Source: an optimization exercise on an open RTL-to-GDS flow (aim: small area, a short achievable clock period and few clock cycles per item). Production flows keep margins and buffers that such runs may drop. The RTL was checked by simulation tests, not by an equivalence proof against the original design.

$ cat flow/constraint.sdc
create_clock -name core_clock -period 12.0 [get_ports {clk}]
set_input_delay 2.4000 -clock core_clock [delete_from_list [all_inputs] [get_ports {clk}]]
set_output_delay 2.4000 -clock core_clock [all_outputs]
set_load 0.01 [all_outputs]
$ cat flow/standard.sh
#!/bin/bash
# synth_recipe.tcl (not shown) runs the flow's synth.tcl, then flattens the netlist and writes it again
# the make line also repeats each setting of config.mk as NAME=value (left out here)
make -C /OpenROAD-flow-scripts/flow DESIGN_CONFIG=/design/flow/config.mk WORK_HOME=/design/flow/orfs CLKGATE_MAP_FILE= SYNTH_SCRIPT=/design/flow/synth_recipe.tcl "${@:-finish}"
$ cat flow/flow/run.sh
#!/bin/bash
set -euo pipefail
bash standard.sh SETUP_SLACK_MARGIN=6 finish > standard_make.log 2>&1
$ cat flow/config.mk
export PLATFORM = sky130hd
export DESIGN_NAME = vrm_alu
export DESIGN_NICKNAME = vrm_alu
export VERILOG_FILES = /design/flow/design.v
export SDC_FILE = /design/flow/constraint.sdc
export NUM_CORES = 4
export LEC_CHECK = 0
export ABC_AREA = 1
export CAP_MARGIN = 20
export CORE_MARGIN = 2
export CORE_UTILIZATION = 40
export SLEW_MARGIN = 20
$ cat flow/design.v
module vrm_alu (
    input  wire        clk,
    input  wire        rst,         
    input  wire        in_valid,
    output wire        in_ready,
    input  wire [2:0]  op,          
    input  wire [39:0] tmp,         
    input  wire [39:0] mem,         
    output reg         out_valid,
    output reg  [39:0] res,         
    output reg  [1:0]  status,      
    output reg  [1:0]  cmp          
);
    localparam OP_AD = 3'd0;
    localparam OP_SB = 3'd1;
    localparam OP_ML = 3'd2;
    localparam OP_MD = 3'd3;
    localparam OP_DV = 3'd4;
    localparam OP_CP = 3'd5;
    localparam ST_OK     = 2'd0;
    localparam ST_OVF    = 2'd1;
    localparam ST_NONNUM = 2'd2;
    localparam C_EQUAL = 2'd0;
    localparam C_LESS  = 2'd1;
    localparam C_MORE  = 2'd2;
    function is_digit(input [7:0] ch);
        is_digit = ~ch[7] & ~ch[6] & ch[5] & ch[4] & (~ch[3] | (~ch[2] & ~ch[1]));
    endfunction
    function ge24(input [23:0] a, input [23:0] b);
        integer i, n;
        reg [31:0] l, e;
        begin
            l = 32'd0;
            e = {32{1'b1}};
            for (i = 0; i < 24; i = i + 1) begin
                l[i] = ~a[i] & b[i];
                e[i] = ~(a[i] ^ b[i]);
            end
            for (n = 32; n > 1; n = n / 2) begin
                for (i = 0; i < n / 2; i = i + 1) begin
                    l[i] = l[2*i+1] | (e[2*i+1] & l[2*i]);
                    e[i] = e[2*i+1] & e[2*i];
                end
            end
            ge24 = ~l[0];
        end
    endfunction
    function [1:0] cmp40(input [39:0] a, input [39:0] b);
        integer i, n;
        reg [63:0] l, e;
        begin
            l = 64'd0;
            e = {64{1'b1}};
            for (i = 0; i < 40; i = i + 1) begin
                l[i] = ~a[i] & b[i];
                e[i] = ~(a[i] ^ b[i]);
            end
            for (n = 64; n > 1; n = n / 2) begin
                for (i = 0; i < n / 2; i = i + 1) begin
                    l[i] = l[2*i+1] | (e[2*i+1] & l[2*i]);
                    e[i] = e[2*i+1] & e[2*i];
                end
            end
            cmp40 = {l[0], e[0]};
        end
    endfunction
    function [19:0] lo_nibs(input [39:0] w);
        lo_nibs = {w[35:32], w[27:24], w[19:16], w[11:8], w[3:0]};
    endfunction
    function [19:0] hi_nibs(input [39:0] w);
        hi_nibs = {w[39:36], w[31:28], w[23:20], w[15:12], w[7:4]};
    endfunction
    function [39:0] weave(input [19:0] h, input [19:0] n);
        weave = {h[19:16], n[19:16], h[15:12], n[15:12], h[11:8], n[11:8],
                 h[7:4], n[7:4], h[3:0], n[3:0]};
    endfunction
    function [39:0] ascii(input [19:0] n);
        ascii = weave(20'h33333, n);
    endfunction
    function [2:0] lzd(input [19:0] n);
        lzd = (n[19:16] != 0) ? 3'd0 :
              (n[15:12] != 0) ? 3'd1 :
              (n[11:8]  != 0) ? 3'd2 :
              (n[7:4]   != 0) ? 3'd3 :
              (n[3:0]   != 0) ? 3'd4 : 3'd5;
    endfunction
    function [19:0] dshl(input [19:0] n, input [2:0] k);
        case (k)
            3'd0: dshl = n;
            3'd1: dshl = {n[15:0], 4'd0};
            3'd2: dshl = {n[11:0], 8'd0};
            3'd3: dshl = {n[7:0], 12'd0};
            default: dshl = {n[3:0], 16'd0};
        endcase
    endfunction
    localparam S_IDLE = 2'd0;
    localparam S_A    = 2'd1;    
    localparam S_B    = 2'd2;    
    localparam S_C    = 2'd3;    
    localparam K_TMP  = 2'd0;    
    localparam K_ZERO = 2'd1;    
    localparam K_ADD  = 2'd2;    
    reg [1:0]  state;
    reg        v1;               
    reg [1:0]  kind;
    reg        sub_r;            
    reg [1:0]  st_r;
    reg [1:0]  cmp_r;
    reg        is_dv;
    reg        swap;             
    reg        first;
    reg        ovf;
    reg [2:0]  pos;              
    reg [19:0] q;                
    reg [19:0] x;                
    reg [19:0] th;               
    wire [19:0] an = lo_nibs(tmp);
    wire [19:0] bn = lo_nibs(mem);
    wire a_num = is_digit(tmp[39:32]) & is_digit(tmp[31:24]) & is_digit(tmp[23:16]) &
                 is_digit(tmp[15:8])  & is_digit(tmp[7:0]);
    wire b_num = is_digit(mem[39:32]) & is_digit(mem[31:24]) & is_digit(mem[23:16]) &
                 is_digit(mem[15:8])  & is_digit(mem[7:0]);
    wire both_num = a_num & b_num;
    wire b_zero = (mem == 40'h3030303030);
    wire [1:0] le = cmp40(tmp, mem);
    wire eq = le[0];
    wire lt = le[1];
    wire [1:0] cmp_in = eq ? C_EQUAL : lt ? C_LESS : C_MORE;
    wire [2:0] lza = lzd(an);
    wire [2:0] lzb = lzd(bn);
    reg        ml_big;
    reg  [2:0] kdiv;             
    reg  [2:0] nbm1;             
    reg  [2:0] nam1;             
    always @(*) begin
        ml_big = 1'b0;
        case ({lza, lzb})
            6'o00, 6'o01, 6'o02, 6'o03, 6'o10, 6'o11, 6'o12, 6'o20, 6'o21, 6'o30:
                ml_big = 1'b1;
            default: ml_big = 1'b0;
        endcase
        case ({lza, lzb})
            6'o01, 6'o12, 6'o23, 6'o34: kdiv = 3'd1;
            6'o02, 6'o13, 6'o24:        kdiv = 3'd2;
            6'o03, 6'o14:               kdiv = 3'd3;
            6'o04:                      kdiv = 3'd4;
            default:                    kdiv = 3'd0;
        endcase
        case (lzb)
            3'd0: nbm1 = 3'd4;
            3'd1: nbm1 = 3'd3;
            3'd2: nbm1 = 3'd2;
            3'd3: nbm1 = 3'd1;
            default: nbm1 = 3'd0;
        endcase
        case (lza)
            3'd0: nam1 = 3'd4;
            3'd1: nam1 = 3'd3;
            3'd2: nam1 = 3'd2;
            3'd3: nam1 = 3'd1;
            default: nam1 = 3'd0;
        endcase
    end
    wire       ml_zero = (lza == 3'd5) | (lzb == 3'd5);
    wire       is_divop = (op == OP_DV) | (op == OP_MD);
    reg        go_iter;
    reg [1:0]  kind_in;
    reg [1:0]  st_in;
    always @(*) begin
        go_iter = 1'b0;
        kind_in = K_TMP;
        st_in   = ST_OK;
        if (op == OP_CP) begin
            kind_in = K_TMP;
        end else if (is_divop && b_zero) begin
            st_in = ST_OVF;
        end else if (!both_num) begin
            st_in = ST_NONNUM;
        end else if (op == OP_AD || op == OP_SB) begin
            kind_in = K_ADD;
        end else if (op == OP_ML) begin
            if (ml_big)       st_in = ST_OVF;
            else if (ml_zero) kind_in = K_ZERO;
            else              go_iter = 1'b1;
        end else begin
            if (lt) kind_in = (op == OP_DV) ? K_ZERO : K_TMP;
            else    go_iter = 1'b1;
        end
    end
    wire        ml_it = (op == OP_ML) & both_num & ~ml_big & ~ml_zero;
    wire [19:0] x_in  = (op == OP_ML) ? (swap_in ? bn : an) : is_divop ? dshl(bn, kdiv) : bn;
    wire [19:0] q_in  = ml_it ? 20'd0 : an;
    wire        swap_in = (lza > lzb);
    wire [19:0] th_in = ml_it ? (swap_in ? an : bn) : hi_nibs(tmp);
    wire [2:0]  pos_in = (op == OP_ML) ? (swap_in ? nam1 : nbm1) : kdiv;
    wire        iter = (state != S_IDLE);
    wire        is_mul = ~sub_r;
    wire [23:0] x1  = {4'd0, x};
    wire [23:0] x2, x4, x8;
    vrm_bcd_dbl u_d2 (.x(x1), .y(x2));
    vrm_bcd_dbl u_d4 (.x(x2), .y(x4));
    vrm_bcd_dbl u_d8 (.x(x4), .y(x8));
    wire [23:0] ea  = !iter ? x1 : (state == S_A) ? x8 : x2;
    wire [23:0] eb  = (state == S_A) ? x4 : x1;
    wire [20:0] ua, ub;
    vrm_bcd_as u_ua (.p(q), .e(ea), .sub(sub_r), .r(ua));
    vrm_bcd_as u_ub (.p(q), .e(eb), .sub(sub_r), .r(ub));
    wire [3:0]  dig = (pos == 3'd0) ? th[3:0]   : (pos == 3'd1) ? th[7:4] :
                      (pos == 3'd2) ? th[11:8]  : (pos == 3'd3) ? th[15:12] : th[19:16];
    wire        ta  = (state == S_C) ? 1'b0 :
                      sub_r ? ~ua[20] : ((state == S_A) ? dig[3] : dig[1]);
    wire        tb  = sub_r ? ~ub[20] :
                      ((state == S_A) ? dig[2] : (state == S_B) ? dig[0] : 1'b1);
    wire [19:0] sel = ta ? ua[19:0] : tb ? ub[19:0] : q;
    wire        sel_ovf = is_mul & ((ta & ua[20]) | (~ta & tb & ub[20]));
    wire        need_c = (state == S_B) & ta & (sub_r | dig[0]);
    wire        q_lt_x  = ~ge24({4'd0, q}, x1);
    wire        a_end   = (state == S_A) & (sub_r ? q_lt_x : ~(dig[1] | dig[0]));
    wire        pos_end = (state == S_C) | ((state == S_B) & ~need_c) | a_end;
    wire [3:0]  dig_nx = (pos == 3'd1) ? th[3:0]  : (pos == 3'd2) ? th[7:4] :
                         (pos == 3'd3) ? th[11:8] : th[15:12];
    wire        nx_b   = ~sub_r & ~(dig_nx[3] | dig_nx[2]);
    wire        done    = pos_end & (pos == 3'd0);
    wire [19:0] qd_old = first ? 20'd0 : lo_nibs(res);
    wire [19:0] qd_new = (state == S_A) ? {qd_old[15:0], ta, ~ta & tb, 2'b00} :
                         (state == S_B) ? {qd_old[19:2], ta, ~ta & tb} :
                                          {qd_old[19:1], tb};
    wire        ovf_all = ovf | sel_ovf | (pos_end & (pos != 3'd0) & (sel[19:16] != 4'd0));
    assign in_ready = (state == S_IDLE) |
                      ((pos == 3'd0) & ((state == S_C) |
                                        ((state == S_B) & ~sub_r & ~(dig[1] & dig[0])) |
                                        ((state == S_A) & ~sub_r & ~(dig[1] | dig[0]))));
    wire accept = in_valid & in_ready;
    reg [39:0] res1;
    reg [1:0]  st1;
    always @(*) begin
        case (kind)
            K_ZERO: begin res1 = ascii(20'd0); st1 = ST_OK; end
            K_ADD: begin
                res1 = ua[20] ? weave(th, q) : ascii(ua[19:0]);
                st1  = ua[20] ? ST_OVF : ST_OK;
            end
            default: begin res1 = weave(th, q); st1 = st_r; end
        endcase
    end
    wire        md_last = ~is_dv & (pos == 3'd0);
    wire [39:0] res_it = sub_r ? ascii(md_last ? sel : qd_new) :
                         ovf_all ? ascii(swap ? th : x) : ascii(sel);
    wire [1:0]  st_it  = (!sub_r & ovf_all) ? ST_OVF : ST_OK;
    always @(posedge clk) begin
        res    <= iter ? res_it : res1;
        status <= iter ? st_it  : st1;
        cmp    <= cmp_r;
        if (in_ready) begin
            q     <= q_in;
            x     <= x_in;
            th    <= th_in;
            pos   <= pos_in;
            kind  <= kind_in;
            st_r  <= st_in;
            cmp_r <= cmp_in;
            sub_r <= (op != OP_AD) & (op != OP_ML);
            is_dv <= (op == OP_DV);
            swap  <= swap_in;
            first <= 1'b1;
            ovf   <= 1'b0;
        end else begin
            first <= 1'b0;
            ovf   <= ovf_all;
            q     <= (pos_end & ~sub_r) ? {sel[15:0], 4'd0} : sel;
            if (pos_end) begin
                pos <= pos - 3'd1;
                if (sub_r) x <= {4'd0, x[19:4]};
            end
        end
        if (rst) begin
            state     <= S_IDLE;
            v1        <= 1'b0;
            out_valid <= 1'b0;
        end else begin
            out_valid <= v1 | (iter & done);
            v1        <= accept & ~go_iter;
            if (accept)
                state <= go_iter ? S_A : S_IDLE;
            else if (!iter | done)
                state <= S_IDLE;
            else if (pos_end)
                state <= nx_b ? S_B : S_A;
            else
                state <= (state == S_A) ? S_B : S_C;
        end
    end
endmodule
module vrm_bcd_dbl (
    input  wire [23:0] x,
    output wire [23:0] y
);
    wire [5:0] co;
    genvar i;
    generate
        for (i = 0; i < 6; i = i + 1) begin : g
            wire d3 = x[i*4+3], d2 = x[i*4+2], d1 = x[i*4+1], d0 = x[i*4];
            wire m2 = (d2 & ~d1 & ~d0) | (d3 & d0);
            wire m1 = (~d2 & d1) | (d2 & d1 & d0) | (d3 & ~d0);
            wire m0 = (~d3 & ~d2 & d0) | (d2 & d1 & ~d0) | (d3 & ~d0);
            assign co[i] = d3 | (d2 & (d1 | d0));
            if (i == 0) begin : z
                assign y[3:0] = {m2, m1, m0, 1'b0};
            end else begin : nz
                assign y[i*4 +: 4] = {m2, m1, m0, co[i-1]};
            end
        end
    endgenerate
endmodule
module vrm_bcd_as (
    input  wire [19:0] p,
    input  wire [23:0] e,
    input  wire        sub,
    output wire [20:0] r
);
    wire [4:0] gg, pp;           
    wire [5:0] c;                
    wire [3:0] r0 [0:4];         
    wire [3:0] r1 [0:4];         
    genvar i;
    generate
        for (i = 0; i < 5; i = i + 1) begin : g_d
            wire [3:0] ed = e[i*4 +: 4];
            wire [3:0] ea = {ed[3] ^ (ed[2] | ed[1]), ~(ed[2] ^ ed[1]), ~ed[1], ed[0]};
            wire [3:0] ee = sub ? ~ed : ea;
            wire [3:0] pd = p[i*4 +: 4];
            wire [3:0] gb = pd & ee;
            wire [3:0] tb = pd ^ ee;
            wire k1 = gb[0];
            wire k2 = gb[1] | (tb[1] & gb[0]);
            wire k3 = gb[2] | (tb[2] & gb[1]) | (tb[2] & tb[1] & gb[0]);
            wire j1 = gb[0] | tb[0];
            wire j2 = gb[1] | (tb[1] & j1);
            wire j3 = gb[2] | (tb[2] & gb[1]) | (tb[2] & tb[1] & j1);
            wire [3:0] s0 = tb ^ {k3, k2, k1, 1'b0};
            wire [3:0] s1 = tb ^ {j3, j2, j1, 1'b1};
            assign gg[i] = gb[3] | (tb[3] & k3);
            assign pp[i] = &tb;
            wire o1 = gg[i] | pp[i];
            assign r0[i] = gg[i] ? s0 : {~(s0[3] ^ (s0[2] & s0[1])), s0[2] ^ s0[1], ~s0[1], s0[0]};
            assign r1[i] = o1    ? s1 : {~(s1[3] ^ (s1[2] & s1[1])), s1[2] ^ s1[1], ~s1[1], s1[0]};
            assign r[i*4 +: 4] = c[i] ? r1[i] : r0[i];
        end
    endgenerate
    assign c[0] = sub;
    assign c[1] = gg[0] | (pp[0] & c[0]);
    assign c[2] = gg[1] | (pp[1] & gg[0]) | (pp[1] & pp[0] & c[0]);
    assign c[3] = gg[2] | (pp[2] & gg[1]) | (pp[2] & pp[1] & gg[0]) | (pp[2] & pp[1] & pp[0] & c[0]);
    assign c[4] = gg[3] | (pp[3] & c[3]);
    assign c[5] = gg[4] | (pp[4] & gg[3]) | (pp[4] & pp[3] & c[3]);
    assign r[20] = (sub ? ~c[5] : c[5]) | (|e[23:20]);
endmodule
==> key figures, run 1 <==
Status
  • Status: complete, no violations

Setup path
  • Slowest stage delay, CP: 0.63 ns
  • CP endpoint kind: register
  • Crit Path Class: input port to register
  • Worst-path maximum fanout: 17
  • Crit path DAT: 6.34 ns
  • Critical Path, Cell by Cell: clkdlybuf4s50_1 -> nor2_1 -> nand3_1 -> nor2_1 -> inv_1 -> nor2_1 -> inv_1 -> o22ai_1 -> inv_1 -> nand3_1 -> inv_1 -> o21ai_0 -> o21ai_0 -> a21oi_1
  • Critical Path RT: 12.37 ns
  • Critical path's slowest cell: o21ai_0
  • Worst path most repeated cell: inv_1
  • Crit path launch type: input port

Clocking
  • Clk buf depth: 2
  • CTS Buf Count: 17
  • Clock root cell: clkbuf_16
  • Hold buffer count at cts: 0
  • Worst-Skew Late Latency: 0.44 ns
  • TritonCTS clock tree: built
  • Clk sinks: 122
  • H-tree depth: 4
  • Clock slew at reported path FFs: 0.06 ns

Floorplanning
  • Die width: 199 um
  • Standard-cell rows: 71
  • Die area: 39600 um^2
  • I/O pins: 132
  • Initial Utilization: 0.405
  • Core area: 37600 um^2
  • Die Y-Extent: 199 um

Placement
  • Placed Cells incl. Taps: 2890
  • Port Buf Inserts: 131
  • GPL Wtd Cong: 0.982
  • Post-DP HPWL: 51400 um

Global route
  • Gr usage total: 0.321
  • First-pass GRT wire length: 95400 um
  • Largest net degree at the start of global routing: 74
  • GRT overflow: 0
  • Vias in the first global route: 15900
  • Initial antenna violation count: 1

Synth
  • Synth Flop Type: dfxtp_1
  • Flops & latches, synth: 122
  • EDFF count, synth: 56
  • Cell Area, Synth: 15200 um^2
  • Ys Warns: 2
  • Largest cells by area after synthesis: ha_1, nand2_1, edfxtp_1, o21ai_0, dfxtp_1
  • Syn Inst Count: 2312
  • Sequential area share after synthesis: 0.197
  • Yosys top cell area share: 0.123
  • Net Count, Synth: 2577
  • Yosys cell types: 64
  • Post-synthesis async set-or-reset flop share: 0
  • Yosys top cell by area: ha_1
  • Mean post-synth cell area: 6.58 um^2

Drt
  • Wire per inst: 21.6 um
  • Vias/cell: 5.76
  • Detail Route Antenna Nets: 0
  • DR iter-0 viols: 2197
  • Final wirelength: 64300 um
  • Drt drc: 0
  • DRT Pass-1 Iters: 6
  • Via Count: 17100

STA
  • Maximum clock rate: 167 MHz
  • Final period util: 0.498
  • Final Setup Violations: 0
  • Pins Over Slew Limit: 0
  • Setup TNS: 0 ns
  • Min Clock Period, post-route: 5.98 ns
  • RSZ-0062 raised after global routing: yes
  • Final hold vios: 0
  • Worst rel slew slack: 0.330
  • Layout Skew: 0.0103 ns
  • Slew at the pin closest to its max-slew limit: 1.00 ns

Run
  • Maxcap violations: 0

Finish
  • Final nets: 2714
  • Most frequent cells in the layout: nand2_1, inv_1, o21ai_0
  • Layout cell share with drive strength beyond 1: 0.0853
  • Fill count: 3872
  • ANT cells: 0
  • Most common cell after layout, fill and taps aside: nand2_1
  • Synthesis-to-finish area growth: 20.0%
  • Filler-free cell count of the finished design: 2973

Min path
  • Worst Hold Class: register to register
[final cells by class]
type                    count  area [um^2]  area share
multi-input cells        1779        10900       0.598
flip-flops and latches    122         3000       0.164
repair buffers            198         1830       0.100
inverters                 331         1250      0.0687
well taps                 511          639      0.0350
clock buffers              17          425      0.0233
clock inverters            15          175     0.00960
[synth_stat cells (9+ instances only)]
library cell / instances
nand3_1: 103
nand2_2: 12
a21oi_1: 136
o211ai_1: 48
o22ai_1: 28
a31oi_1: 23
o221ai_1: 9
fa_1: 30
a211oi_1: 20
inv_1: 319
xor2_1: 48
o21ai_0: 269
edfxtp_1: 56
nand4_1: 21
nor3_1: 32
a221oi_1: 16
nand2_1: 467
ha_1: 149
xnor2_1: 36
clkbuf_1: 67
o21ai_1: 13
dfxtp_1: 66
o21a_1: 13
nor2_1: 222
[metrics by stage]
| stage | area, um^2 | hold slack, ns | util | setup WS, ns |
|---|---|---|---|---|
| floorplan | 15200 | 0.323 | - | 6.73 |
| global placement | 17000 | 0.326 | 0.452 | 5.26 |
| detailed placement | 17000 | 0.337 | 0.452 | 5.18 |
| CTS | 17800 | 0.348 | 0.473 | 6.01 |
| global route | 18300 | 0.360 | 0.486 | 5.93 |
| finish | 18300 | 0.344 | 0.486 | 6.02 |
[sequential cells by signal (all words and copies together) (netlist names)]
| signal | count |
|---|---|
| cmp | 2 |
| x | 20 |
| th | 20 |
| res | 40 |
| state | 2 |
| out_valid | 1 |
| swap | 1 |
| ovf | 1 |
| pos | 3 |
| status | 2 |
| first | 1 |
| kind | 2 |
| q | 20 |
| st_r | 2 |
| cmp_r | 2 |
| sub_r | 1 |
| is_dv | 1 |
| v1 | 1 |
[worst paths after layout]
path	slack, ns	start	to	cells after the start
max	6.02	tmp[33]	q[19]$_DFF_P_	14
max reg2reg	6.31	x[4]$_DFFE_PP_	res[34]$_DFFE_PP_	32
min	0.34	cmp_r[0]$_SDFFCE_PP0N_	cmp[0]$_DFF_P_	0
min reg2reg	0.34	cmp_r[0]$_SDFFCE_PP0N_	cmp[0]$_DFF_P_	0
[metal layers]
layer | GRT usage | part of all wire | vias up
met5 | 0 | 0 | -
met4 | 0.157 | 0.053 | 0
met3 | 0.0514 | 0.087 | 189
met2 | 0.502 | 0.44 | 932
met1 | 0.430 | 0.42 | 7904
li1 | - | - | 8088
[critical path, delay by kind of cell]
kind | cells | cell delay (ns)
AND/OR/NAND/NOR | 5 | 1.07
buffers and inverters | 5 | 1.25
AO/OA/AOI/OAI | 4 | 1.63
[logic make-up after synthesis]
group,Yosys count,synth area share
and+or+nand+nor,888,0.244
buffers and inverters,413,0.104
adders and majority gates,179,0.162
xor gates and xnor gates,84,0.0484
muxes,6,0.00419
DFF,122,0.197
AOI/OAI and AO/OA,620,0.239
[repair_timing]
item / CTS / global route
cloned: 1 / 1
setup endpoints to repair: 62 / 87
buffers inserted: 10 / 39
pin swaps: 2 / 15
resized for setup: 30 / 59
Testbench counts, summed over its fixed seeds: cycles 8,499, ops 4,800.
==> run 2: changes to the inputs <==
--- a/flow/config.mk
+++ b/flow/config.mk
@@ -7,3 +7,2 @@
 export LEC_CHECK = 0
-export ABC_AREA = 1
 export CAP_MARGIN = 20
==> run 2 against run 1 <==
  * Routed wire length increased by 18%
  * Cell count decreased by 5.8%
  * Sequential share of layout area decreased by 1.9 points
  * Highest routed layer is now met5
==> key figures, run 2 <==
STA
  • Setup TNS: 0 ns (unchanged)
  • Pins Over Slew Limit: 0 (unchanged)
  • Maximum clock rate: 167 MHz (about the same)
  • Final hold vios: 0 (unchanged)
  • Slew at the pin closest to its max-slew limit: 0.998 ns (-0.00276 ns)
  • WHS: 0.342 ns (-0.00213 ns)
  • Min Clock Period, post-route: 5.98 ns (+0.000680 ns)
  • Final period util: 0.498 (about the same)
  • Worst rel slew slack: 0.328 (-0.00208)
  • RSZ-0062 raised after global routing: no
  • Layout Skew: 0.0211 ns (+0.0108 ns)
  • Final Setup Violations: 0 (unchanged)

Clocking
  • H-tree depth: 4 (unchanged)
  • CTS Buf Count: 17 (unchanged)
  • Clk buf depth: 2 (unchanged)
  • Clock slew at reported path FFs: 0.07 ns (about the same)
  • Worst-Skew Late Latency: 0.44 ns (about the same)
  • Clk sinks: 122 (unchanged)
  • TritonCTS clock tree: built
  • Clock root cell: clkbuf_16

Drt
  • Wire per inst: 27.0 um (+25%)
  • Vias/cell: 6.59 (+14%)
  • Drt drc: 0 (unchanged)
  • DRT Pass-1 Iters: 8 (+2)
  • Final wirelength: 75700 um (+18%)
  • DR iter-0 viols: 2320 (+5.6%)
  • Detail Route Antenna Nets: 0 (unchanged)
  • Via Count: 18500 (+7.8%)

Setup path
  • Worst-path maximum fanout: 9 (-8)
  • Critical Path RT: 12.32 ns (-0.05 ns)
  • Worst path most repeated cell: buf_4
  • RR Endpoint: res[8]$_DFF_P_
  • Delay-heaviest family, CP: compound AO/OA/AOI/OAI gates
  • Crit Path Class: register to register
  • Critical path's slowest cell: edfxtp_1
  • Critical Path, Cell by Cell: buf_4 -> o21bai_1 -> a221oi_1 -> a211o_1 -> a21oi_1 -> a31oi_1 -> o22ai_1 -> ha_1 -> nand2_1 -> o21a_1 -> ha_2 -> a21oi_1 -> fa_2 -> nand2_2 -> o21ai_1 -> o21ai_4 -> buf_4 -> a31oi_4 -> or2_4 -> buf_4 -> a22oi_1 -> o22ai_1 -> a31o_1
  • Crit path launch type: register
  • Reg2Reg Depth: 23 (-28%)
  • Slowest stage delay, CP: 0.55 ns (-0.08 ns)
  • Reg-to-Reg Start: x[13]$_DFFE_PP_
  • Crit path DAT: 6.30 ns (-0.04 ns)
  • Reg2Reg Setup Slack: 6.02 ns (-0.29 ns)
  • Worst Path Buf+Inv: 3 (-2)
  • CP endpoint kind: register

Global route
  • Largest net degree at the start of global routing: 72 (-2.7%)
  • Initial antenna violation count: 2 (+1)
  • First-pass GRT wire length: 108000 um (+13%)
  • GRT overflow: 0 (unchanged)
  • Gr usage total: 0.341 (+0.0195)
  • Vias in the first global route: 17100 (+7.6%)

Synth
  • Yosys cell types: 94 (+47%)
  • Synth Flop Type: dfxtp_1
  • Mean post-synth cell area: 7.87 um^2 (+20%)
  • Syn Inst Count: 2073 (-10%)
  • Ys Warns: 2 (unchanged)
  • Most frequent cells after synthesis: a21oi_1, nand2_1, inv_1
  • Post-synthesis async set-or-reset flop share: 0 (unchanged)
  • Net Count, Synth: 2338 (-9.3%)
  • EDFF count, synth: 56 (unchanged)
  • Largest cells by area after synthesis: ha_1, edfxtp_1, dfxtp_1, mux2i_1, a21oi_1
  • Flops & latches, synth: 122 (unchanged)
  • Sequential area share after synthesis: 0.184 (-0.0132)
  • Cell Area, Synth: 16300 um^2 (+7.2%)
  • Yosys top cell area share: 0.114 (-0.00820)
  • Yosys top cell by area: ha_1

Finish
  • Filler-free cell count of the finished design: 2800 (-5.8%)
  • Number of flip-flops in the largest register: 40 (unchanged)
  • Most common cell after layout, fill and taps aside: buf_4
  • Most frequent cells in the layout: buf_4, nand2_1, a21oi_1, inv_1, ha_1
  • Fill count: 3772 (-2.6%)
  • Layout cell share with drive strength beyond 1: 0.168 (+0.0832)
  • Storage element area: 3000 um^2 (unchanged)
  • Largest Register: res
  • Synthesis-to-finish area growth: 26.7%
  • Area of the multi-input gates: 13000 um^2 (+19%)
  • Final nets: 2525 (-7.0%)

Placement
  • Port Buf Inserts: 131 (unchanged)
  • Post-DP HPWL: 55400 um (+7.9%)
  • Placed Cells incl. Taps: 2618 (-9.4%)
  • GPL Wtd Cong: 0.986 (+0.45%)

Floorplanning
  • Standard-cell rows: 73 (+2.8%)
  • Core area: 40000 um^2 (+6.5%)
  • Initial Utilization: 0.408 (+0.00269)
  • I/O pins: 132 (unchanged)
  • Die Y-Extent: 206 um (+3.5%)
  • Die area: 42400 um^2 (+7.0%)
  • Die width: 206 um (+3.5%)

Status
  • Status: complete, no violations

Min path
  • Hold endpoint: cmp[1]$_DFF_P_
  • Hold path depth: 0 (unchanged)
  • Hold Path Origin: cmp_r[1]$_SDFFCE_PP0N_
  • Worst Hold Class: register to register

Run
  • Maxcap violations: 0 (unchanged)
run 2: cell count changes after synthesis, sizes merged, moves of 24 or more:
cell,before,now
o21ai,284,159
xnor2,36,60
nand2,482,160
clkbuf,67,102
nor2b,0,24
nor2,232,127
nand2b,0,25
inv,327,155
a21o,0,49
nand3,106,37
nor4,4,36
o2bb2ai,0,28
mux2i,3,94
run 2: worst reg2reg max path, cell delays in order, from the launching register on:
cell and delay, ns:
edfxtp_1 0.55, buf_4 0.25, o21bai_1 0.19, a221oi_1 0.48, a211o_1 0.23, a21oi_1 0.08
a31oi_1 0.22, o22ai_1 0.14, ha_1 0.31, nand2_1 0.05, o21a_1 0.14, ha_2 0.39
a21oi_1 0.12, fa_2 0.45, nand2_2 0.14, o21ai_1 0.16, o21ai_4 0.31, buf_4 0.22
a31oi_4 0.13, or2_4 0.38, buf_4 0.17, a22oi_1 0.43, o22ai_1 0.14, a31o_1 0.20
run 2: final cells by class:
cell class,instances,area share
multi-input cells,1662,0.630
diodes,2,0.000242
clock inverters,13,0.00697
well taps,525,0.0318
inverters,155,0.0289
repair buffers,302,0.136
clock buffers,19,0.0210
flip-flops and latches,122,0.145
run 2: logic make-up (layout without fill, tap and decap cells):
logic type / Yosys count / in the layout / synth area share
other cells: 0 / 2 / 0
mux: 104 / 104 / 0.0646
compound gates: 718 / 718 / 0.302
xor+xnor: 91 / 91 / 0.0489
flops: 122 / 122 / 0.184
simple gates: 564 / 568 / 0.177
buf+inv: 293 / 489 / 0.0705
fa+ha+maj: 181 / 181 / 0.152
run 2: worst max path at each step:
| stage | from | endpoint | slack [ns] | cells after the start |
|---|---|---|---|---|
| final | x[13]$_DFFE_PP_ | res[8]$_DFF_P_ | 6.02 | 23 |
| after floorplan | pos[1]$_DFFE_PP_ | in_ready | 6.16 | 11 |
| after CTS | x[2]$_DFFE_PP_ | res[32]$_DFFE_PP_ | 5.99 | 22 |
| after detailed placement | x[7]$_DFFE_PP_ | res[17]$_DFF_P_ | 4.18 | 22 |
| after global placement | x[7]$_DFFE_PP_ | res[17]$_DFF_P_ | 4.33 | 22 |
| after global routing | x[9]$_DFFE_PP_ | res[26]$_DFF_P_ | 5.90 | 25 |
run 2: metal layers:
metal  track usage  routed length, um  vias to the layer above
met5             0                 27                        -
met4         0.228               5950                        4
met3        0.0760               8620                      300
met2         0.522              32600                     1244
met1         0.429              28500                     8772
li1              -                  -                     8130
run 2: stage by stage:
stage / setup WS, ns / utilization / cell area (um^2)
floorplan: 6.16 / - / 16300
global placement: 4.33 / 0.448 / 17900
detailed placement: 4.18 / 0.448 / 17900
CTS: 5.99 / 0.485 / 19400
global route: 5.90 / 0.516 / 20700
finish: 6.02 / 0.516 / 20700
run 2: timing repair:
item | CTS | global route
pin swaps | 9 | 41
gates cloned | 1 | 4
buffers inserted | 75 | 68
endpoints found under the setup margin | 102 | 77
hold buffers | 0 | 0
resized for setup | 78 | 162
==> run 3: changes to the inputs <==
--- a/flow/design.v
+++ b/flow/design.v
@@ -202,4 +202,4 @@
     vrm_bcd_dbl u_d8 (.x(x4), .y(x8));
-    wire [23:0] ea  = !iter ? x1 : (state == S_A) ? x8 : x2;
-    wire [23:0] eb  = (state == S_A) ? x4 : x1;
+    wire [23:0] ea  = (state == S_A) ? x8 : x2;
+    wire [23:0] eb  = (state == S_A) ? x4 : x1;      
     wire [20:0] ua, ub;
@@ -239,4 +239,4 @@
             K_ADD: begin
-                res1 = ua[20] ? weave(th, q) : ascii(ua[19:0]);
-                st1  = ua[20] ? ST_OVF : ST_OK;
+                res1 = ub[20] ? weave(th, q) : ascii(ub[19:0]);
+                st1  = ub[20] ? ST_OVF : ST_OK;
             end
--- a/flow/config.mk
+++ b/flow/config.mk
@@ -7,2 +7,3 @@
 export LEC_CHECK = 0
+export ABC_AREA = 1
 export CAP_MARGIN = 20
==> run 3 against run 2 <==
  * Register-to-register slack better by 0.19 ns
  * First-iteration DRC count is 18% lower
  * Synthesized cell count rose by 12%
  * Die area shrank 6.3%
  * Clock-buffer cell count unchanged
  * Synthesized area down 6.4%
  * Utilization fell by 2.9 points
==> key figures, run 3 <==
STA
  • WHS: 0.342 ns (-0.000412 ns)
  • Final hold vios: 0 (unchanged)
  • Maximum clock rate: 170 MHz (+1.4%)
  • RSZ-0062 raised after global routing: yes
  • Pins Over Slew Limit: 0 (unchanged)
  • Worst rel slew slack: 0.350 (+0.0223)
  • Final Setup Violations: 0 (unchanged)
  • Slew at the pin closest to its max-slew limit: 0.971 ns (-0.0275 ns)
  • Min Clock Period, post-route: 5.89 ns (-0.0847 ns)
  • Layout Skew: 0.00875 ns (-0.0124 ns)
  • Final period util: 0.491 (-0.00706)
  • Setup TNS: 0 ns (unchanged)

Synth
  • Net Count, Synth: 2589 (+11%)
  • Yosys cell types: 59 (-37%)
  • Synth Flop Type: dfxtp_1
  • Flops & latches, synth: 122 (unchanged)
  • Yosys top cell by area: nand2_1
  • Most frequent cells after synthesis: nand2_1, inv_1, o21ai_0
  • Largest cells by area after synthesis: nand2_1, ha_1, edfxtp_1, dfxtp_1, o21ai_0
  • Ys Warns: 2 (unchanged)
  • Most numerous cell in the Yosys netlist: nand2_1
  • EDFF count, synth: 56 (unchanged)
  • Post-synthesis async set-or-reset flop share: 0 (unchanged)
  • Sequential area share after synthesis: 0.197 (+0.0126)
  • Syn Inst Count: 2324 (+12%)
  • Mean post-synth cell area: 6.57 um^2 (-17%)
  • Cell Area, Synth: 15300 um^2 (-6.4%)
  • Yosys top cell area share: 0.125 (+0.0111)

Finish
  • Most common cell after layout, fill and taps aside: nand2_1
  • Fill count: 3831 (+1.6%)
  • Final nets: 2716 (+7.6%)
  • Most frequent cells in the layout: nand2_1, inv_1, o21ai_0
  • Number of flip-flops in the largest register: 40 (unchanged)
  • Filler-free cell count of the finished design: 2977 (+6.3%)
  • Largest Register: res
  • Layout cell share with drive strength beyond 1: 0.0816 (-0.0869)
  • Post-route cell area: 18300 um^2 (-11%)
  • Synthesis-to-finish area growth: 20.1%

Global route
  • Initial antenna violation count: 2 (unchanged)
  • First-pass GRT wire length: 95500 um (-11%)
  • Gr usage total: 0.319 (-0.0214)
  • Largest net degree at the start of global routing: 75 (+4.2%)
  • Vias in the first global route: 16300 (-4.8%)
  • GRT overflow: 0 (unchanged)

Setup path
  • WP depth: 14 (-39%)
  • Crit path DAT: 6.04 ns (-0.26 ns)
  • Slowest stage delay, CP: 0.65 ns (+0.10 ns)
  • Delay-heaviest family, CP: simple AND/OR/NAND/NOR gates
  • Critical Path RT: 12.15 ns (-0.17 ns)
  • Worst Path Buf+Inv: 2 (-1)
  • Reg2Reg Setup Slack: 6.21 ns (+0.19 ns)
  • Worst path most repeated cell: nand2_1
  • Crit Path Class: input port to register
  • Critical path's slowest cell: clkdlybuf4s50_1
  • Crit path launch type: input port
  • Reg2Reg Depth: 32 (+39%)
  • Worst-path maximum fanout: 10 (+1)
  • CP endpoint kind: register
  • Critical Path, Cell by Cell: clkdlybuf4s50_1 -> inv_1 -> nand3_1 -> nand3_1 -> a21oi_1 -> nand2_1 -> o31ai_1 -> nand2_1 -> nand2_1 -> o22ai_1 -> o21ai_0 -> nand2_1 -> nand3_1 -> o21ai_0

Clocking
  • CTS Buf Count: 17 (unchanged)
  • Clk buf depth: 2 (unchanged)
  • Clock root cell: clkbuf_16
  • TritonCTS clock tree: built
  • Clk sinks: 122 (unchanged)
  • Worst-Skew Late Latency: 0.43 ns (about the same)
  • H-tree depth: 4 (unchanged)
  • Clock slew at reported path FFs: 0.06 ns (about the same)

Drt
  • Vias/cell: 5.82 (-12%)
  • Via Count: 17300 (-6.1%)
  • DR iter-0 viols: 1910 (-18%)
  • Detail Route Antenna Nets: 0 (unchanged)
  • DRT Pass-1 Iters: 6 (-2)
  • Final wirelength: 64900 um (-14%)
  • Drt drc: 0 (unchanged)
  • Wire per inst: 21.8 um (-19%)

Floorplanning
  • Standard-cell rows: 71 (-2.7%)
  • Die Y-Extent: 199 um (-3.2%)
  • Die width: 199 um (-3.2%)
  • Core area: 37600 um^2 (-6.1%)
  • Initial Utilization: 0.406 (-0.00149)
  • Die area: 39700 um^2 (-6.3%)
  • I/O pins: 132 (unchanged)

Placement
  • Placed Cells incl. Taps: 2899 (+11%)
  • Port Buf Inserts: 131 (unchanged)
  • Post-DP HPWL: 50100 um (-9.6%)
  • GPL Wtd Cong: 1.03 (+4.2%)
  • Placed inst area: 17000 um^2 (-5.3%)

Min path
  • Worst Hold Class: register to register
  • Hold path depth: 0 (unchanged)

Status
  • Status: complete, no violations

Run
  • Maxcap violations: 0 (unchanged)
==> run 3: changes by cell type in the layout (fill, tap and decap cells not counted), moves of 25 or more <==
cell and change:
nand2_1 +349, inv_1 +163, o21ai_0 +108, buf_4 -105, mux2i_1 -87, nand3_1 +84
nor2_1 +70, a21o_1 -49, o211ai_1 +31, clkdlybuf4s50_1 +29, dlymetal6s2s_1 -29, o2bb2ai_1 -28
xnor2_1 -25
==> run 3: path summary, 6_finish.rpt <==
path / start / endpoint
worst max-delay path: mem[0] / x[14]$_DFFE_PP_
worst min-delay path: cmp_r[1]$_SDFFCE_PP0N_ / cmp[1]$_DFF_P_
worst max register to register: x[6]$_DFFE_PP_ / res[0]$_DFF_P_
worst min register to register: cmp_r[1]$_SDFFCE_PP0N_ / cmp[1]$_DFF_P_
==> run 3: final cells by class <==
| type | count | area, um^2 | area share |
|---|---|---|---|
| multi-input combinational | 1794 | 11000 | 0.600 |
| sequential | 122 | 3000 | 0.164 |
| timing repair buffer | 184 | 1760 | 0.0960 |
| inverter | 330 | 1260 | 0.0686 |
| tap | 511 | 639 | 0.0349 |
| clock buffer | 19 | 443 | 0.0242 |
| clock inverter | 13 | 201 | 0.0110 |
| timing repair inverter | 2 | 15.0 | 0.000819 |
| antenna | 2 | 5.00 | 0.000273 |
==> run 3: metal layers <==
layer | share of wire | up-vias | track usage
li1 | - | 8066 | -
met1 | 0.41 | 8137 | 0.413
met2 | 0.46 | 935 | 0.532
met3 | 0.090 | 178 | 0.0562
met4 | 0.042 | 2 | 0.116
met5 | 0.00020 | - | 0
==> run 3: through the flow <==
| step | utilization | worst slack, ns |
|---|---|---|
| 5_1_grt | 0.488 | 5.93 |
| 3_5_place_dp | 0.452 | 5.34 |
| 4_1_cts | 0.474 | 6.01 |
| 2_1_floorplan | - | 6.92 |
| 6_report | 0.488 | 6.11 |
| 3_3_place_gp | 0.452 | 5.48 |
==> run 3: cells by family (layout without fill, tap and decap cells) <==
logic type | Yosys count | count (layout) | synth area share
DFF | 122 | 122 | 0.197
buffers and inverters | 412 | 548 | 0.105
muxes | 6 | 6 | 0.00394
adders and majority gates | 179 | 179 | 0.162
and+or+nand+nor | 922 | 926 | 0.254
AOI/OAI and AO/OA | 595 | 595 | 0.228
other | 0 | 2 | 0
xor gates and xnor gates | 88 | 88 | 0.0505
==> run 3: what timing repair did <==
| action | CTS | global route |
|---|---|---|
| hold buffers | 0 | 0 |
| gates cloned | 2 | 4 |
| resized for setup | 22 | 64 |
| pin swaps | 3 | 15 |
| setup buffers | 11 | 27 |
| setup endpoints to repair | 72 | 97 |
Testbench counts of run 3, summed over its fixed seeds: cycles 8,499, ops 4,800.
==> run 4: changes to the inputs <==
==> flow/flow/run.sh (replaced) <==
#!/bin/bash
set -euo pipefail
bash standard.sh SETUP_SLACK_MARGIN=7 "BUFFER_PORTS_ARGS=-buffer_cell sky130_fd_sc_hd__buf_2" finish > standard_make.log 2>&1
==> run 4 against run 3 <==
  * Design area up 6.9%
  * Still clean
  * Clock-buffer cell count down 2
  * Critical path type is now register to register
  * Sequential share of layout area down 1.1 points
  * Setup slack better by 0.70 ns
  * Clock skew up 0.0023 ns
  * Utilization up 3.4 points
  * Register-to-register slack better by 0.60 ns
  * First-iteration DRC count down 9.3%
  * Synthesized cell count unchanged
==> key figures, run 4 <==
Status
  • Status: complete, no violations

Setup path
  • Reg2Reg Depth: 35 (+9.4%)
  • Critical Path RT: 12.32 ns (+0.17 ns)
  • Reg-to-Reg Start: x[3]$_DFFE_PP_
  • CP endpoint kind: register
  • Crit path launch type: register
  • Slowest stage delay, CP: 0.55 ns (-0.10 ns)
  • Critical path's slowest cell: edfxtp_1
  • Worst Setup EP: res[27]$_DFF_P_
  • Crit Path Class: register to register
  • Worst-path maximum fanout: 8 (-2)
  • RR Endpoint: res[27]$_DFF_P_
  • Crit path DAT: 5.51 ns (-0.53 ns)
  • Worst Setup SP: x[3]$_DFFE_PP_
  • Reg2Reg Setup Slack: 6.81 ns (+0.60 ns)

Placement
  • Port Buf Inserts: 131 (unchanged)
  • GPL Wtd Cong: 1.01 (-1.5%)
  • Post-DP HPWL: 48100 um (-4.0%)

Drt
  • Via Count: 18200 (+5.4%)
  • Drt drc: 0 (unchanged)
  • DRT Pass-1 Iters: 5 (-1)
  • Detail Route Antenna Nets: 0 (unchanged)
  • Wire per inst: 21.2 um (-2.9%)
  • Final wirelength: 66000 um (+1.6%)
  • Vias/cell: 5.86 (+0.68%)
  • DR iter-0 viols: 1732 (-9.3%)

Finish
  • ANT cells: 0 (-2)
  • Storage element area: 3000 um^2 (unchanged)
  • Layout cell share with drive strength beyond 1: 0.248 (+0.167)
  • Number of flip-flops in the largest register: 40 (unchanged)
  • Most common cell after layout, fill and taps aside: nand2_1
  • Fill count: 3675 (-4.1%)
  • Most frequent cells in the layout: nand2_1, inv_1, o21ai_0
  • Final nets: 2857 (+5.2%)
  • Area of the multi-input gates: 11700 um^2 (+6.7%)
  • Largest Register: res
  • Synthesis-to-finish area growth: 28.4%

STA
  • Final Setup Violations: 0 (unchanged)
  • Setup TNS: 0 ns (unchanged)
  • Layout Skew: 0.0110 ns (+0.00227 ns)
  • WHS: 0.348 ns (+0.00598 ns)
  • Maximum clock rate: 193 MHz (+14%)
  • Final hold vios: 0 (unchanged)
  • Pins Over Slew Limit: 0 (unchanged)
  • Worst rel slew slack: 0.431 (+0.0816)
  • Min Clock Period, post-route: 5.19 ns (-0.701 ns)
  • RSZ-0062 raised after global routing: yes
  • Slew at the pin closest to its max-slew limit: 0.848 ns (-0.123 ns)
  • Final period util: 0.433 (-0.0584)

Global route
  • Gr usage total: 0.324 (+0.00449)
  • Largest net degree at the start of global routing: 76 (+1.3%)
  • Vias in the first global route: 17100 (+5.0%)
  • First-pass GRT wire length: 97600 um (+2.2%)
  • GRT overflow: 0 (unchanged)
  • Initial antenna violation count: 0 (-2)

Synth
  • Net Count, Synth: 2589 (unchanged)
  • Mean post-synth cell area: 6.57 um^2 (unchanged)
  • Most numerous cell in the Yosys netlist: nand2_1
  • Ys Warns: 2 (unchanged)
  • Sequential area share after synthesis: 0.197 (unchanged)
  • Post-synthesis async set-or-reset flop share: 0 (unchanged)
  • EDFF count, synth: 56 (unchanged)
  • Yosys top cell area share: 0.125 (unchanged)
  • Yosys cell types: 59 (unchanged)
  • Yosys top cell by area: nand2_1
  • Flops & latches, synth: 122 (unchanged)
  • Cell Area, Synth: 15300 um^2 (unchanged)
  • Syn Inst Count: 2324 (unchanged)
  • Synth Flop Type: dfxtp_1
  • Largest cells by area after synthesis: nand2_1, ha_1, edfxtp_1, dfxtp_1, o21ai_0
  • Most frequent cells after synthesis: nand2_1, inv_1, o21ai_0

Floorplanning
  • I/O pins: 132 (unchanged)
  • Core area: 37600 um^2 (unchanged)
  • Die area: 39700 um^2 (unchanged)
  • Die Y-Extent: 199 um (unchanged)
  • Standard-cell rows: 71 (unchanged)
  • Initial Utilization: 0.406 (unchanged)
  • Die width: 199 um (unchanged)

Min path
  • Worst Hold Class: register to register
  • Hold path depth: 0 (unchanged)

Clocking
  • Clk sinks: 122 (unchanged)
  • Clock slew at reported path FFs: 0.06 ns (about the same)
  • Clk buf depth: 2 (unchanged)
  • CTS Buf Count: 17 (unchanged)
  • Clock root cell: clkbuf_16
  • Hold buffer count at cts: 0 (unchanged)
  • H-tree depth: 4 (unchanged)
  • Worst-Skew Late Latency: 0.43 ns (about the same)
  • TritonCTS clock tree: built

Run
  • Maxcap violations: 0 (unchanged)
## run 4: area by class of cell
cell class / instances / share of cell area
Clock inverter: 15 / 0.00837
Timing Repair Buffer: 318 / 0.115
Multi-Input combinational cell: 1796 / 0.599
Sequential cell: 122 / 0.153
Timing Repair inverter: 7 / 0.00294
Clock buffer: 17 / 0.0217
Tap cell: 511 / 0.0326
Inverter: 330 / 0.0671
## run 4: worst min path at each step
stage / from / endpoint / slack, ns
2_1_floorplan: cmp_r[0]$_SDFFCE_PP0N_ / cmp[0]$_DFF_P_ / 0.32
3_5_place_dp: cmp_r[1]$_SDFFCE_PP0N_ / cmp[1]$_DFF_P_ / 0.34
5_1_grt: cmp_r[1]$_SDFFCE_PP0N_ / cmp[1]$_DFF_P_ / 0.36
3_3_place_gp: cmp_r[1]$_SDFFCE_PP0N_ / cmp[1]$_DFF_P_ / 0.33
4_1_cts: cmp_r[1]$_SDFFCE_PP0N_ / cmp[1]$_DFF_P_ / 0.35
6_report: cmp_r[1]$_SDFFCE_PP0N_ / cmp[1]$_DFF_P_ / 0.35
## run 4: cells by family (layout without fill, tap and decap cells)
| group | after synthesis | after routing | synth area share |
|---|---|---|---|
| multiplexers | 6 | 6 | 0.00394 |
| adder cells (fa/ha/maj) | 179 | 179 | 0.162 |
| buffers and inverters | 412 | 687 | 0.105 |
| flip-flops | 122 | 122 | 0.197 |
| AO/OA/AOI/OAI | 595 | 595 | 0.228 |
| XOR/XNOR | 88 | 88 | 0.0505 |
| AND/OR/NAND/NOR | 922 | 928 | 0.254 |
## run 4: per-stage QoR
| step | setup slack [ns] | area, um^2 | utilization | cells |
|---|---|---|---|---|
| 2_1_floorplan | 7.04 | 15300 | - | 2324 |
| 3_3_place_gp | 5.58 | 16300 | 0.435 | 2899 |
| 3_5_place_dp | 5.44 | 16300 | 0.435 | 2899 |
| 4_1_cts | 6.93 | 18700 | 0.497 | 3074 |
| 5_1_grt | 6.63 | 19600 | 0.521 | 3116 |
| 6_report | 6.81 | 19600 | 0.521 | 3116 |
## run 4: critical path, delay by kind of cell (launching register included)
family                   cells  cell delay [ns]
AND/OR/NAND/NOR             18             1.70
adder cells (fa/ha/maj)      3             1.03
AO/OA/AOI/OAI                7             0.96
buffers and inverters        7             0.83
flip-flops                   1             0.55
## run 4: metal layers
metal / part of all wire / vias to the layer above / global-route usage
met4: 0.066 / 0 / 0.187
met1: 0.39 / 8547 / 0.415
met3: 0.10 / 253 / 0.0589
li1: - / 8354 / -
met2: 0.44 / 1095 / 0.511
met5: 0 / - / 0
## run 4: repair_timing
item                                    CTS  global route
endpoints found under the setup margin  106           114
gates resized for setup                 214           166
setup buffers                           130            40
pin swaps                                73            93
cloned                                   13             2
==> run 5: changes to the inputs <==
==> flow/flow/run.sh (replaced) <==
#!/bin/bash
set -euo pipefail
bash standard.sh SETUP_SLACK_MARGIN=6 "BUFFER_PORTS_ARGS=-buffer_cell sky130_fd_sc_hd__buf_2" finish > standard_make.log 2>&1
--- a/flow/config.mk
+++ b/flow/config.mk
@@ -11,2 +11,3 @@
 export CORE_UTILIZATION = 40
+export PLACE_DENSITY = 0.8
 export SLEW_MARGIN = 20
==> run 5 against run 4 <==
  * Still clean
  * Global-route usage is 2.7 points lower
  * Worst hold slack better by 0.0018 ns
  * Setup slack got worse by 0.66 ns
  * Cell count decreased by 4.8%
  * Critical endpoint is now res[35]$_DFFE_PP_
==> key figures, run 5 <==
Status
  • Status: complete, no violations

Synth
  • Syn Inst Count: 2324 (unchanged)
  • Largest cells by area after synthesis: nand2_1, ha_1, edfxtp_1, dfxtp_1, o21ai_0
  • Yosys cell types: 59 (unchanged)
  • Most frequent cells after synthesis: nand2_1, inv_1, o21ai_0
  • Ys Warns: 2 (unchanged)
  • Sequential area share after synthesis: 0.197 (unchanged)
  • Synth Flop Type: dfxtp_1
  • EDFF count, synth: 56 (unchanged)
  • Yosys top cell area share: 0.125 (unchanged)
  • Most numerous cell in the Yosys netlist: nand2_1
  • Mean post-synth cell area: 6.57 um^2 (unchanged)
  • Yosys top cell by area: nand2_1
  • Cell Area, Synth: 15300 um^2 (unchanged)
  • Net Count, Synth: 2589 (unchanged)
  • Flops & latches, synth: 122 (unchanged)
  • Post-synthesis async set-or-reset flop share: 0 (unchanged)

Setup path
  • Critical Path RT: 12.17 ns (-0.15 ns)
  • Worst path most repeated cell: nand2_1
  • CP endpoint kind: register
  • Crit path launch type: register
  • Critical path's slowest cell: edfxtp_1
  • Worst-path maximum fanout: 24 (+16)
  • Crit path DAT: 6.02 ns (+0.51 ns)
  • Crit Path Class: register to register
  • Slowest stage delay, CP: 0.48 ns (-0.07 ns)

Clocking
  • Worst-Skew Late Latency: 0.43 ns (about the same)
  • H-tree depth: 4 (unchanged)
  • Clk buf depth: 2 (unchanged)
  • Hold buffer count at cts: 0 (unchanged)
  • CTS Buf Count: 17 (unchanged)
  • Clock slew at reported path FFs: 0.06 ns (about the same)
  • Clock root cell: clkbuf_16
  • TritonCTS clock tree: built
  • Clk sinks: 122 (unchanged)

STA
  • Final Setup Violations: 0 (unchanged)
  • Maximum clock rate: 171 MHz (-11%)
  • RSZ-0062 raised after global routing: yes
  • Worst Setup Slack, final: 6.15 ns (-0.656 ns)
  • Worst rel slew slack: 0.358 (-0.0738)
  • WHS: 0.349 ns (+0.00183 ns)
  • Layout Skew: 0.0101 ns (-0.000961 ns)
  • Setup TNS: 0 ns (unchanged)
  • Min Clock Period, post-route: 5.85 ns (+0.656 ns)
  • Final period util: 0.487 (+0.0547)
  • Pins Over Slew Limit: 0 (unchanged)
  • Slew at the pin closest to its max-slew limit: 0.955 ns (+0.107 ns)
  • Final hold vios: 0 (unchanged)

Floorplanning
  • Die width: 199 um (unchanged)
  • I/O pins: 132 (unchanged)
  • Core area: 37600 um^2 (unchanged)
  • Die Y-Extent: 199 um (unchanged)
  • Initial Utilization: 0.406 (unchanged)
  • Standard-cell rows: 71 (unchanged)
  • Die area: 39700 um^2 (unchanged)

Global route
  • Largest net degree at the start of global routing: 76 (unchanged)
  • First-pass GRT wire length: 90200 um (-7.6%)
  • Initial antenna violation count: 1 (+1)
  • Busiest grt layer: met2
  • GRT met2 Usage: 0.468 (-0.0436)
  • Gr usage total: 0.297 (-0.0271)
  • Vias in the first global route: 16100 (-5.7%)
  • M3 GR Usage: 0.0537 (-0.00523)
  • GRT overflow: 0 (unchanged)
  • Met1 Usage GRT: 0.385 (-0.0291)

Drt
  • DRT Pass-1 Iters: 8 (+3)
  • DR iter-0 viols: 2361 (+36%)
  • Drt drc: 0 (unchanged)
  • Wire per inst: 20.6 um (-2.5%)
  • Vias/cell: 5.93 (+1.2%)
  • Via Count: 17600 (-3.7%)
  • Final wirelength: 61200 um (-7.2%)
  • Detail Route Antenna Nets: 0 (unchanged)

Placement
  • Post-DP HPWL: 47800 um (-0.66%)
  • DP Worst Slack: 5.47 ns (+0.0354 ns)
  • GPL Wtd Cong: 1.08 (+6.9%)
  • Placed inst area: 16300 um^2 (-0.12%)
  • Placed Cells incl. Taps: 2897 (-0.069%)
  • Port Buf Inserts: 131 (unchanged)

Finish
  • Layout cell share with drive strength beyond 1: 0.126 (-0.122)
  • Number of flip-flops in the largest register: 40 (unchanged)
  • Most common cell after layout, fill and taps aside: nand2_1
  • Synthesis-to-finish area growth: 14.0%
  • Filler-free cell count of the finished design: 2965 (-4.8%)
  • Most frequent cells in the layout: nand2_1, inv_1, o21ai_0
  • Largest Register: res
  • Final nets: 2705 (-5.3%)
  • Post-route cell area: 17400 um^2 (-11%)

Run
  • Maxcap violations: 0 (unchanged)

Min path
  • Worst Hold Class: register to register
## run 5: changes by cell type in the layout (fill, tap and decap cells not counted), sizes merged
cell	change
buf	-141
diode	+1
inv	+12
bufinv	-2
clkinvlp	-15
clkinv	-1
nand2	-5
## run 5: final cells by class
cell class	count	area [um^2]
fillers	3773	20200
multi-input cells	1791	10900
flip-flops and latches	122	3000
inverters	330	1260
repair buffers	176	1010
well taps	511	639
clock buffers	18	450
clock inverters	14	121
repair inverters	2	15.0
diodes	1	2.50
## run 5: critical path, delay by kind of cell, from the launching register on
kind | cells | cell delay [ns]
compound gates | 6 | 1.01
buf+inv | 7 | 0.76
simple gates | 20 | 2.21
fa+ha+maj | 3 | 1.12
flops | 1 | 0.48
## run 5: timing repair
item                       CTS  global route
gates cloned                 0             3
resized for setup           11            61
setup buffers                2            30
setup endpoints to repair   61            81
pin swaps                    1             8
## run 5: per-layer routing
layer	up-vias	part of all wire
met5	-	0
met4	0	0.061
met3	272	0.11
met2	1118	0.44
met1	8133	0.39
li1	8047	-
## run 5: through the flow
stage / utilization
finish: 0.463
global route: 0.463
CTS: 0.451
detailed placement: 0.434
global placement: 0.434
floorplan: -
## run 5: path summary, 6_finish.rpt
path                     startpoint                 to  slack [ns]  cells past startpoint
min reg2reg  cmp_r[1]$_SDFFCE_PP0N_     cmp[1]$_DFF_P_        0.35                      0
max reg2reg          x[7]$_DFFE_PP_  res[35]$_DFFE_PP_        6.15                     36
min          cmp_r[1]$_SDFFCE_PP0N_     cmp[1]$_DFF_P_        0.35                      0
max                  x[7]$_DFFE_PP_  res[35]$_DFFE_PP_        6.15                     36
## run 5: cells by family (layout without fill, tap and decap cells)
kind of cell | Yosys count | in the layout | share of synthesized area
xor gates and xnor gates | 88 | 88 | 0.0505
buffers and inverters | 412 | 540 | 0.105
other | 0 | 1 | 0
muxes | 6 | 6 | 0.00394
DFF | 122 | 122 | 0.197
and+or+nand+nor | 922 | 923 | 0.254
AOI/OAI and AO/OA | 595 | 595 | 0.228
adders and majority gates | 179 | 179 | 0.162
==> run 6: changes to the inputs <==
--- a/flow/config.mk
+++ b/flow/config.mk
@@ -11,3 +11,2 @@
 export CORE_UTILIZATION = 40
-export PLACE_DENSITY = 0.8
 export SLEW_MARGIN = 20
==> run 6 against run 5 <==
  * Still clean on timing, DRC and antenna
  * Critical path depth unchanged
  * Die area unchanged
  * Utilization about the same
  * Flip-flop and latch count unchanged
  * Setup slack better by 0.15 ns
  * Register-to-register slack better by 0.15 ns
  * Cell count up 0.10%
  * Clock skew up 0.00066 ns
  * Worst hold slack worse by 0.0081 ns
  * Design area about the same
  * Critical path type unchanged
  * Largest cell class unchanged
==> key figures, run 6 <==
Status
  • Status: complete, no violations

Floorplanning
  • Standard-cell rows: 71 (unchanged)
  • Core area: 37600 um^2 (unchanged)
  • Die area: 39700 um^2 (unchanged)
  • Die Y-Extent: 199 um (unchanged)
  • I/O pins: 132 (unchanged)
  • Die width: 199 um (unchanged)
  • Initial Utilization: 0.406 (unchanged)

STA
  • Pins Over Slew Limit: 0 (unchanged)
  • Layout Skew: 0.0107 ns (+0.000664 ns)
  • Setup TNS: 0 ns (unchanged)
  • Maximum clock rate: 175 MHz (+2.5%)
  • Final period util: 0.475 (-0.0121)
  • RSZ-0062 raised after global routing: no
  • Final hold vios: 0 (unchanged)
  • Worst rel slew slack: 0.348 (-0.00924)
  • Final Setup Violations: 0 (unchanged)
  • Min Clock Period, post-route: 5.70 ns (-0.145 ns)
  • Slew at the pin closest to its max-slew limit: 0.968 ns (+0.0137 ns)

Finish
  • Fill count: 3950 (+4.7%)
  • Most common cell after layout, fill and taps aside: nand2_1
  • Largest Register: res
  • ANT cells: 0 (-1)
  • Finished Core Util: 0.463 (about the same)
  • Final nets: 2709 (+0.15%)
  • Synthesis-to-finish area growth: 14.0% (about the same)
  • Most frequent cells in the layout: nand2_1, inv_1, o21ai_0
  • Number of flip-flops in the largest register: 40 (unchanged)
  • Layout cell share with drive strength beyond 1: 0.129 (+0.00264)

Clocking
  • Clock slew at reported path FFs: 0.06 ns (about the same)
  • H-tree depth: 4 (unchanged)
  • Hold buffer count at cts: 0 (unchanged)
  • Clk sinks: 122 (unchanged)
  • Worst-Skew Late Latency: 0.43 ns (about the same)
  • TritonCTS clock tree: built
  • Clk buf depth: 2 (unchanged)
  • CTS Buf Count: 17 (unchanged)
  • Clock root cell: clkbuf_16

Synth
  • Post-synthesis async set-or-reset flop share: 0 (unchanged)
  • Cell Area, Synth: 15300 um^2 (unchanged)
  • Yosys cell types: 59 (unchanged)
  • Yosys top cell area share: 0.125 (unchanged)
  • Mean post-synth cell area: 6.57 um^2 (unchanged)
  • Largest cells by area after synthesis: nand2_1, ha_1, edfxtp_1, dfxtp_1, o21ai_0
  • Most numerous cell in the Yosys netlist: nand2_1
  • Net Count, Synth: 2589 (unchanged)
  • Most frequent cells after synthesis: nand2_1, inv_1, o21ai_0
  • Sequential area share after synthesis: 0.197 (unchanged)
  • Synth Flop Type: dfxtp_1
  • Yosys top cell by area: nand2_1
  • Syn Inst Count: 2324 (unchanged)
  • Flops & latches, synth: 122 (unchanged)
  • EDFF count, synth: 56 (unchanged)
  • Ys Warns: 2 (unchanged)

Global route
  • GRT overflow: 0 (unchanged)
  • Initial antenna violation count: 0 (-1)
  • Gr usage total: 0.314 (+0.0177)
  • Vias in the first global route: 15700 (-2.5%)
  • Largest net degree at the start of global routing: 76 (unchanged)
  • First-pass GRT wire length: 93600 um (+3.8%)

Setup path
  • CP endpoint kind: register
  • Worst-path maximum fanout: 8 (-67%)
  • Crit Path Class: register to register
  • Reg2Reg Depth: 36 (unchanged)
  • RR Endpoint: res[11]$_DFF_P_
  • Reg2Reg Setup Slack: 6.30 ns (+0.15 ns)
  • Worst path most repeated cell: nand2_1
  • Crit path DAT: 6.03 ns (about the same)
  • Reg-to-Reg Start: x[6]$_DFFE_PP_
  • Slowest stage delay, CP: 0.48 ns (about the same)
  • Critical path's slowest cell: edfxtp_1
  • Critical Path RT: 12.32 ns (+0.15 ns)
  • Crit path launch type: register

Drt
  • DR iter-0 viols: 1691 (-28%)
  • Final wirelength: 63700 um (+4.0%)
  • Wire per inst: 21.4 um (+3.9%)
  • Vias/cell: 5.76 (-2.8%)
  • Via Count: 17100 (-2.7%)
  • DRT Pass-1 Iters: 8 (unchanged)
  • Detail Route Antenna Nets: 0 (unchanged)
  • Drt drc: 0 (unchanged)

Min path
  • Hold endpoint: cmp[0]$_DFF_P_
  • Hold path depth: 0 (unchanged)
  • Hold Path Origin: cmp_r[0]$_SDFFCE_PP0N_
  • Worst Hold Class: register to register

Run
  • Maxcap violations: 0 (unchanged)

Placement
  • Port Buf Inserts: 131 (unchanged)
  • Post-DP HPWL: 50100 um (+4.9%)
  • GPL Wtd Cong: 1.03 (-5.1%)
-- run 6: cell counts after synthesis --
No cell type changed its count.
-- run 6: cell families (layout without fill, tap and decap cells) --
group,after synthesis,after routing,synth area share
buf+inv,412,541,0.105
mux,6,6,0.00394
simple gates,922,926,0.254
flops,122,122,0.197
fa+ha+maj,179,179,0.162
xor+xnor,88,88,0.0505
compound gates,595,595,0.228
-- run 6: per-stage QoR --
step | worst slack, ns | hold WS, ns | instances | area (um^2)
after global placement | 5.56 | 0.331 | 2897 | 16300
final | 6.30 | 0.341 | 2968 | 17400
after floorplan | 6.92 | 0.323 | 2324 | 15300
after detailed placement | 5.35 | 0.331 | 2897 | 16300
after CTS | 6.00 | 0.345 | 2936 | 17000
after global routing | 5.97 | 0.357 | 2968 | 17400
-- run 6: layout make-up --
| cell class | instances | area [um^2] | share of cell area |
|---|---|---|---|
| timing repair inverter | 2 | 15.0 | 0.000863 |
| tap | 511 | 639 | 0.0367 |
| sequential | 122 | 3000 | 0.173 |
| timing repair buffer | 177 | 1010 | 0.0580 |
| clock buffer | 21 | 450 | 0.0259 |
| multi-input combinational | 1794 | 10900 | 0.629 |
| clock inverter | 11 | 72.6 | 0.00417 |
| inverter | 330 | 1260 | 0.0725 |
-- run 6: worst max-delay path by stage --
stage,from,endpoint,slack (ns)
floorplan,pos[0]$_DFFE_PP_,in_ready,6.92
global placement,state[0]$_SDFF_PP0_,q[10]$_DFF_P_,5.56
detailed placement,x[6]$_DFFE_PP_,q[15]$_DFF_P_,5.35
CTS,state[0]$_SDFF_PP0_,res[35]$_DFFE_PP_,6.00
global route,x[7]$_DFFE_PP_,res[26]$_DFF_P_,5.97
finish,x[6]$_DFFE_PP_,res[11]$_DFF_P_,6.30
-- run 6: critical path, delay by kind of cell (launching register included) --
| kind | cells | cell delay, ns |
|---|---|---|
| compound gates | 5 | 0.84 |
| fa+ha+maj | 3 | 1.14 |
| buf+inv | 7 | 0.86 |
| flops | 1 | 0.48 |
| simple gates | 21 | 2.24 |
-- run 6: repair_timing --
action / CTS / global route
pin swaps: 3 / 13
endpoints found under the setup margin: 62 / 87
cloned: 3 / 3
resized for setup: 21 / 61
setup buffers: 4 / 29
endpoints found under the hold margin: 0 / 0
-- run 6: routing by layer --
metal | up-vias | track usage | wire length [um]
met2 | 866 | 0.515 | 28700
met5 | - | 0 | 0
met3 | 156 | 0.0346 | 5210
met1 | 8011 | 0.420 | 26800
li1 | 8057 | - | -
met4 | 0 | 0.132 | 2940

==> separate check: timing with driven ports <==
The flow's constraints put no driver on any port. The routed layouts listed below were extracted and timed again, unchanged, in two steps.
Step 1, drivers: a clkbuf_16 drives clk and a buf_2 each remaining input, both assumed.
Step 2, shift: input delay + t, output delay - t, t = (earliest + latest rising clock arrival at the registers) / 2. This alone moves slack from input paths to output paths.
a / b / c = ideal ports / drivers / drivers and shift; a / b = the first two.
run	t (ns)	setup WS [ns]	clock arrival spread, ns	worst data-port slew with drivers (ns)
run 1	0.485	6.022 / 6.048 / 5.562	0.011 / 0.011	0.05
run 2	0.476	6.021 / 6.021 / 5.715	0.021 / 0.021	0.05
run 3	0.477	6.106 / 6.127 / 5.650	0.009 / 0.009	0.04
run 4	0.477	6.807 / 6.807 / 6.528	0.011 / 0.011	0.04
run 5	0.463	6.151 / 6.151 / 5.985	0.010 / 0.010	0.04
run 6	0.475	6.296 / 6.296 / 5.876	0.011 / 0.011	0.04
After both steps setup and hold are still met in every run listed. For run 1, which loses most, drivers alone change the setup slack by +0.026 ns; drivers and shift together by -0.460 ns.
